Context: an optimization exercise on an open-source flow, tuned for small area, a short achievable clock period and few clock cycles per item. The choices shown serve that exercise and are no tape-out recipe.
In this exercise RTL edits were held to simulation tests only and were not proved equivalent to the original.
Power figures rest on the tool's default switching activity, not on a simulated workload.

## design.v

```verilog
module nio61_proc (
    input  wire        clk,
    input  wire        rst,
    input  wire        in_valid,
    output wire        in_ready,
    input  wire [7:0]  in_len,
    input  wire [95:0] in_frame,
    output reg         out_valid,
    input  wire        out_ready,
    output reg         out_err,
    output reg  [31:0] out_data
);
    localparam [3:0] ST_MALFORMED = 4'h2, ST_CKSUM = 4'h3, ST_INVALID = 4'h4;
    localparam [2:0] S_IDLE = 3'd0,    
                     S_CRC  = 3'd1,    
                     S_CHK  = 3'd2,    
                     S_QENC = 3'd3,    
                     S_OUT  = 3'd4;    
    reg [2:0]  state;
    reg [95:0] frame;
    reg [15:0] crc;
    reg [3:0]  byte_idx;
    reg [15:0] rem;         
    reg        mag_zero;
    reg [15:0] weight;      
    reg [4:0]  dig_idx;
    reg [14:0] pat;
    assign in_ready = (state == S_IDLE);
    wire [7:0]  f_d0     = frame[79:72];
    wire [7:0]  f_d1     = frame[71:64];
    wire [7:0]  f_d2     = frame[63:56];
    wire [15:0] f_value  = frame[55:40];
    wire [15:0] f_vmax   = frame[39:24];
    wire [7:0]  f_digits = frame[23:16];
    wire [15:0] f_cksum  = frame[15:0];
    wire [15:0] f_mag    = f_value[15] ? (~f_value + 16'd1) : f_value;
    function [15:0] crc_byte(input [15:0] c_in, input [7:0] b);
        integer j;
        reg [15:0] c;
        begin
            c = c_in ^ {b, 8'h00};
            for (j = 0; j < 8; j = j + 1)
                c = c[15] ? ((c << 1) ^ 16'h1021) : (c << 1);
            crc_byte = c;
        end
    endfunction
    function [31:0] pack_resp(input s, input [14:0] p, input [3:0] d,
                              input [2:0] d0, input [2:0] d1, input [2:0] d2);
        reg [14:0] field;
        begin
            field = p << (15 - d);
            pack_resp = {1'b1, 2'b00, s, field, 4'd0, d0, d1, d2};
        end
    endfunction
    always @(posedge clk) begin
        if (rst) begin
            state     <= S_IDLE;
            out_valid <= 1'b0;
            out_err   <= 1'b0;
            out_data  <= 32'd0;
            frame     <= 96'd0;
            crc       <= 16'd0;
            byte_idx  <= 4'd0;
            rem       <= 16'd0;
            mag_zero  <= 1'b0;
            weight    <= 16'd0;
            dig_idx   <= 5'd0;
            pat       <= 15'd0;
        end else begin
            case (state)
            S_IDLE: begin
                if (in_valid) begin
                    if (in_len != 8'd12) begin
                        out_valid <= 1'b1;
                        out_err   <= 1'b1;
                        out_data  <= {28'd0, ST_MALFORMED};
                        state     <= S_OUT;
                    end else begin
                        frame    <= in_frame;
                        crc      <= 16'hFFFF;
                        byte_idx <= 4'd0;
                        state    <= S_CRC;
                    end
                end
            end
            S_CRC: begin
                crc      <= crc_byte(crc, frame[95 - 8*byte_idx -: 8]);
                byte_idx <= byte_idx + 4'd1;
                if (byte_idx == 4'd9)
                    state <= S_CHK;
            end
            S_CHK: begin
                if (crc != f_cksum) begin
                    out_valid <= 1'b1;
                    out_err   <= 1'b1;
                    out_data  <= {28'd0, ST_CKSUM};
                    state     <= S_OUT;
                end else if (f_digits < 8'd1 || f_digits > 8'd15 || f_vmax == 16'd0 ||
                             f_d0 > 8'd7 || f_d1 > 8'd7 || f_d2 > 8'd7) begin
                    out_valid <= 1'b1;
                    out_err   <= 1'b1;
                    out_data  <= {28'd0, ST_INVALID};
                    state     <= S_OUT;
                end else begin
                    rem      <= f_mag;
                    mag_zero <= (f_value == 16'd0);
                    weight   <= f_vmax;
                    dig_idx  <= 5'd0;
                    pat      <= 15'd0;
                    state    <= S_QENC;
                end
            end
            S_QENC: begin
                if (dig_idx == {1'b0, f_digits[3:0]}) begin
                    out_valid <= 1'b1;
                    out_err   <= 1'b0;
                    out_data  <= pack_resp(f_value[15], pat, f_digits[3:0],
                                           f_d0[2:0], f_d1[2:0], f_d2[2:0]);
                    state     <= S_OUT;
                end else begin
                    if (!mag_zero && rem >= weight) begin
                        pat <= {pat[13:0], 1'b1};
                        rem <= rem - weight;
                    end else begin
                        pat <= {pat[13:0], 1'b0};
                    end
                    weight  <= weight >> 1;
                    dig_idx <= dig_idx + 5'd1;
                end
            end
            S_OUT: begin
                if (out_ready) begin
                    out_valid <= 1'b0;
                    state     <= S_IDLE;
                end
            end
            default: state <= S_IDLE;
            endcase
        end
    end
endmodule
```

## config.mk

```make
export PLATFORM = sky130hd
export DESIGN_NAME = nio61_proc
export DESIGN_NICKNAME = nio61_proc
export VERILOG_FILES = /design/flow/design.v
export SDC_FILE = /design/flow/constraint.sdc
export NUM_CORES = 4
export LEC_CHECK = 0
export CAP_MARGIN = 20
export CORE_MARGIN = 2
export CORE_UTILIZATION = 40
export PLACE_DENSITY = 0.6
export SLEW_MARGIN = 20
```

## run.sh

```bash
#!/bin/bash
# synth_recipe.tcl (not shown) runs the flow's synth.tcl, then flattens the netlist and writes it again
# the make line also repeats each setting of config.mk as NAME=value (left out here)
make -C /OpenROAD-flow-scripts/flow DESIGN_CONFIG=/design/flow/config.mk WORK_HOME=/design/flow/orfs CLKGATE_MAP_FILE= SYNTH_SCRIPT=/design/flow/synth_recipe.tcl finish
```

## constraint.sdc

```tcl
create_clock -name core_clock -period 6.0 [get_ports {clk}]
set_input_delay 1.2000 -clock core_clock [delete_from_list [all_inputs] [get_ports {clk}]]
set_output_delay 1.2000 -clock core_clock [all_outputs]
set_load 0.01 [all_outputs]
```

==> summary.md <==
- sequential area share after synthesis: 37.1%
- total power density per cell area: 201 nW/um2
- required time of the critical path: 6.35 ns
- # port buffers: 136
- commonest register cell after synthesis: sky130_fd_sc_hd__dfxtp_1
- sum of negative setup slack: 0 ns
- Setup Crit Path Kind: reg2reg
- end-of-flow core utilization: 48.0%
- number of violations reported at the end of detailed-routing iteration 0: 732
- final global-route overflow total: 0
- number of distinct standard cells referenced by the synthesized netlist: 77
- count of clock tree sinks: 200
- layout net count: 1578
- # diodes: 0
- DIE WIDTH: 168 um
- count of final setup violators: 0
- H-Tree Depth: 4
- Slew @ Worst Pin: 1.05 ns
- synthesized netlist cell count: 1373
- cell area after synthesis: 10800 um2
- post-cts sizing count: 0
- layout cell share with drive strength beyond 1: 5.84%
- Initial Util: 40.4%
- number of nets still failing antenna checks after routing: 0
- Data arrival, critical path: 4.11 ns
- Max Buffers Root-to-Sink: 2
- floorplan die area: 28300 um2
- Setup Skew: 0.0144 ns
- wire length of the first global-routing pass: 51100 um
- Area growth syn-to-layout: 18.9%
- crit path max fanout: 22
- Design Power: 0.00258 W
- unrepaired setup endpoints after global routing: no
- number of warnings reported in the yosys synthesis log: 1
- clock tree from TritonCTS: built
- flip-flop and latch count after synthesis: 200
- IO Count: 143
- core region area: 26700 um2
- number of maximum-capacitance constraint violations: 0
- endpoint kind of the worst setup timing path: flip-flop
- Via density: 5.61
- status: finished clean
- Synth top area share: 37.1%
- setup ws final: 2.24 ns
- crit start category: flip-flop
- hold violation count in the final report: 0
- antenna violations before repair: 0
- cell count after placement: 1767
- number of synthesized flops with an enable pin: 0
- share of the clock period used by the worst path after layout: 62.7%
- global placer's final weighted congestion: 0.965
- synthesized area per cell: 7.87 um2
- min cycle time layout: 3.76 ns
- buffers inserted during post-CTS setup optimization: 0
- Detailed Place HPWL: 23300 um
- post-DR wirelength/cell: 18.2 um
- final wirelength: 32800 um
- pin count of the biggest net entering global routing: 100
- leading cell types by total area after synthesis: sky130_fd_sc_hd__dfxtp_1, sky130_fd_sc_hd__nand2_1, sky130_fd_sc_hd__a21oi_1
- Pleak: 4.34 nW
- Max VDD drop: 0.186 mV
- buffer type at the clock tree root: sky130_fd_sc_hd__clkbuf_16
- vertical die dimension: 168 um
- total number of vias: 10100
- row cnt: 60
- Rel. slew slack: 30.1%
- first-pass detailed-route iteration total: 5
- worst-case setup slack after placement: 2.12 ns
- max-slew violation total from the final report: 0
- Synth area leader: sky130_fd_sc_hd__dfxtp_1
- total global-route track usage: 22.7%
- clock input transition at the sequential cells of the worst setup and hold paths: 0.07 ns
- final std cells w/o fill: 1797
- Fmax achieved: 266 MHz
- Post-route DRC: 0
- fraction of registers with async set/reset: 0%
- clock buffers created by TritonCTS: 17
- Post-CTS Hold Buffers: 0
- hold crit path type: reg2reg
- clock latency of the later-clocked register in the worst-skew pair: 0.44 ns
- vias in the first global route: 9166
[power breakdown]
part           internal, W  leakage, nW  switching [W]
Clock             0.000574        0.263       0.000540
Combinational    0.0000749         2.46      0.0000583
Sequential         0.00133         1.61     0.00000424
[sequential cells by signal, indices dropped and copies added (netlist names)]
signal,cells
out_valid,1
rem,16
out_data,26
mag_zero,1
dig_idx,5
state,3
pat,15
weight,16
out_err,1
byte_idx,4
crc,16
frame,96
[synthesized netlist by cell type, drive strengths merged, types with 20 or more instances]
cell / instances
xor2: 39
nor2: 73
a211oi: 20
nand3: 48
xnor2: 26
inv: 30
mux2i: 38
o21ai: 38
a21oi: 193
buf: 26
dfxtp: 200
a22oi: 20
ha: 24
clkbuf: 78
nor3: 33
nand2: 292
[routing by layer]
metal	track usage, %	vias up	wire (um)
li1	-	4964	-
met1	31.4	4815	15200
met2	37.1	255	15600
met3	3.10	45	1340
met4	6.22	0	629
met5	0	-	0
[critical path, stage by stage (launching register included)]
cell                       delay, ns
sky130_fd_sc_hd__dfxtp_1        0.43
sky130_fd_sc_hd__inv_1          0.09
sky130_fd_sc_hd__ha_1           0.27
sky130_fd_sc_hd__xnor2_2        0.82
sky130_fd_sc_hd__buf_4          0.34
sky130_fd_sc_hd__mux2i_1        0.21
sky130_fd_sc_hd__a31oi_1        0.13
sky130_fd_sc_hd__a311oi_2       0.38
sky130_fd_sc_hd__xnor2_2        0.20
sky130_fd_sc_hd__xnor3_2        0.42
sky130_fd_sc_hd__xor2_1         0.16
sky130_fd_sc_hd__a211oi_1       0.22
[stage by stage]
step	instance area, um2	hold slack, ns
2_1_floorplan	10800	0.429
3_3_place_gp	12300	0.441
3_5_place_dp	12300	0.446
4_1_cts	12800	0.454
5_1_grt	12800	0.471
6_report	12800	0.454
[final timing paths]
kind	startpoint	endpoint	slack [ns]	cells past startpoint
worst min-delay path	out_data[5]	out_data[5]	0.45	2
worst min register to register	out_data[5]	out_data[5]	0.45	2
worst max-delay path	byte_idx[1]	crc[6]	2.24	11
worst max register to register	byte_idx[1]	crc[6]	2.24	11
[layout make-up]
type	instances	area, um2
Inverter	30	113
Clock inverter	13	120
Multi-Input combinational cell	1044	6270
Fill cell	2675	13900
Sequential cell	200	4000
Timing Repair Buffer	152	1480
Tap cell	341	427
Clock buffer	17	425
[cells by family (layout without fill, tap and decap cells)]
kind of cell / Yosys count / in the layout / synth area share [%]
AND/OR/NAND/NOR: 534 / 534 / 22.0
AO/OA/AOI/OAI: 356 / 356 / 20.1
flip-flops: 200 / 200 / 37.1
buffers and inverters: 134 / 212 / 5.31
XOR/XNOR: 69 / 69 / 6.48
multiplexers: 54 / 54 / 6.02
adder cells (fa/ha/maj): 25 / 25 / 2.97
other: 1 / 6 / 0.0347
[cells in the final DEF, fill, tap and decap left out, types with 6 or more instances in the layout]
cell,n
sky130_fd_sc_hd__clkdlybuf4s50_1,135
sky130_fd_sc_hd__o31ai_1,7
sky130_fd_sc_hd__xor2_1,38
sky130_fd_sc_hd__o211ai_1,11
sky130_fd_sc_hd__nand2b_1,7
sky130_fd_sc_hd__nand3_1,48
sky130_fd_sc_hd__nand2_1,291
sky130_fd_sc_hd__mux2_2,6
sky130_fd_sc_hd__mux2i_1,38
sky130_fd_sc_hd__conb_1,6
sky130_fd_sc_hd__mux4_2,8
sky130_fd_sc_hd__a31oi_1,13
sky130_fd_sc_hd__or3_1,16
sky130_fd_sc_hd__nand4_1,16
sky130_fd_sc_hd__a21oi_1,193
sky130_fd_sc_hd__inv_1,30
sky130_fd_sc_hd__xnor2_1,21
sky130_fd_sc_hd__a22oi_1,20
sky130_fd_sc_hd__inv_6,6
sky130_fd_sc_hd__nor2_1,72
sky130_fd_sc_hd__dfxtp_1,200
sky130_fd_sc_hd__nor3b_1,9
sky130_fd_sc_hd__a211oi_1,19
sky130_fd_sc_hd__clkbuf_16,17
sky130_fd_sc_hd__ha_1,24
sky130_fd_sc_hd__o32ai_1,6
sky130_fd_sc_hd__nor3_1,32
sky130_fd_sc_hd__a21o_1,7
sky130_fd_sc_hd__buf_4,16
sky130_fd_sc_hd__o21ai_0,37
sky130_fd_sc_hd__o21a_1,7
sky130_fd_sc_hd__nor4_1,15
Testbench counts, summed over its fixed seeds: cycles 312,626, items 16,000.

==> what the ideal ports hide <==
The results above use ideal ports. As a check the final layout listed here was re-extracted and re-timed, cells and wires unchanged. Step 1 (the two cells are an assumption about what drives the block):
set clk [get_ports {clk}]
set_driving_cell -lib_cell sky130_fd_sc_hd__clkbuf_16 $clk
set_driving_cell -lib_cell sky130_fd_sc_hd__buf_2 [delete_from_list [all_inputs] $clk]
Step 2 adds t to the input delays and takes it off the output delays; t is the mean of the earliest and latest rising clock arrival at the registers after step 1. Input paths then give back, and output paths get back, about the clock's delay inside the block. a / b / c = ideal / step 1 / step 2; a / b = the first two.
shift t [ns]: 0.480
slack for setup (ns): 2.238 / 2.238 / 2.070
hold WS [ns]: 0.454 / 0.454 / 0.454
worst setup path after step 2: input to register
After both steps this run still meets setup and hold. For this run, drivers alone change the setup slack by 0.000 ns; drivers and shift together by -0.168 ns.
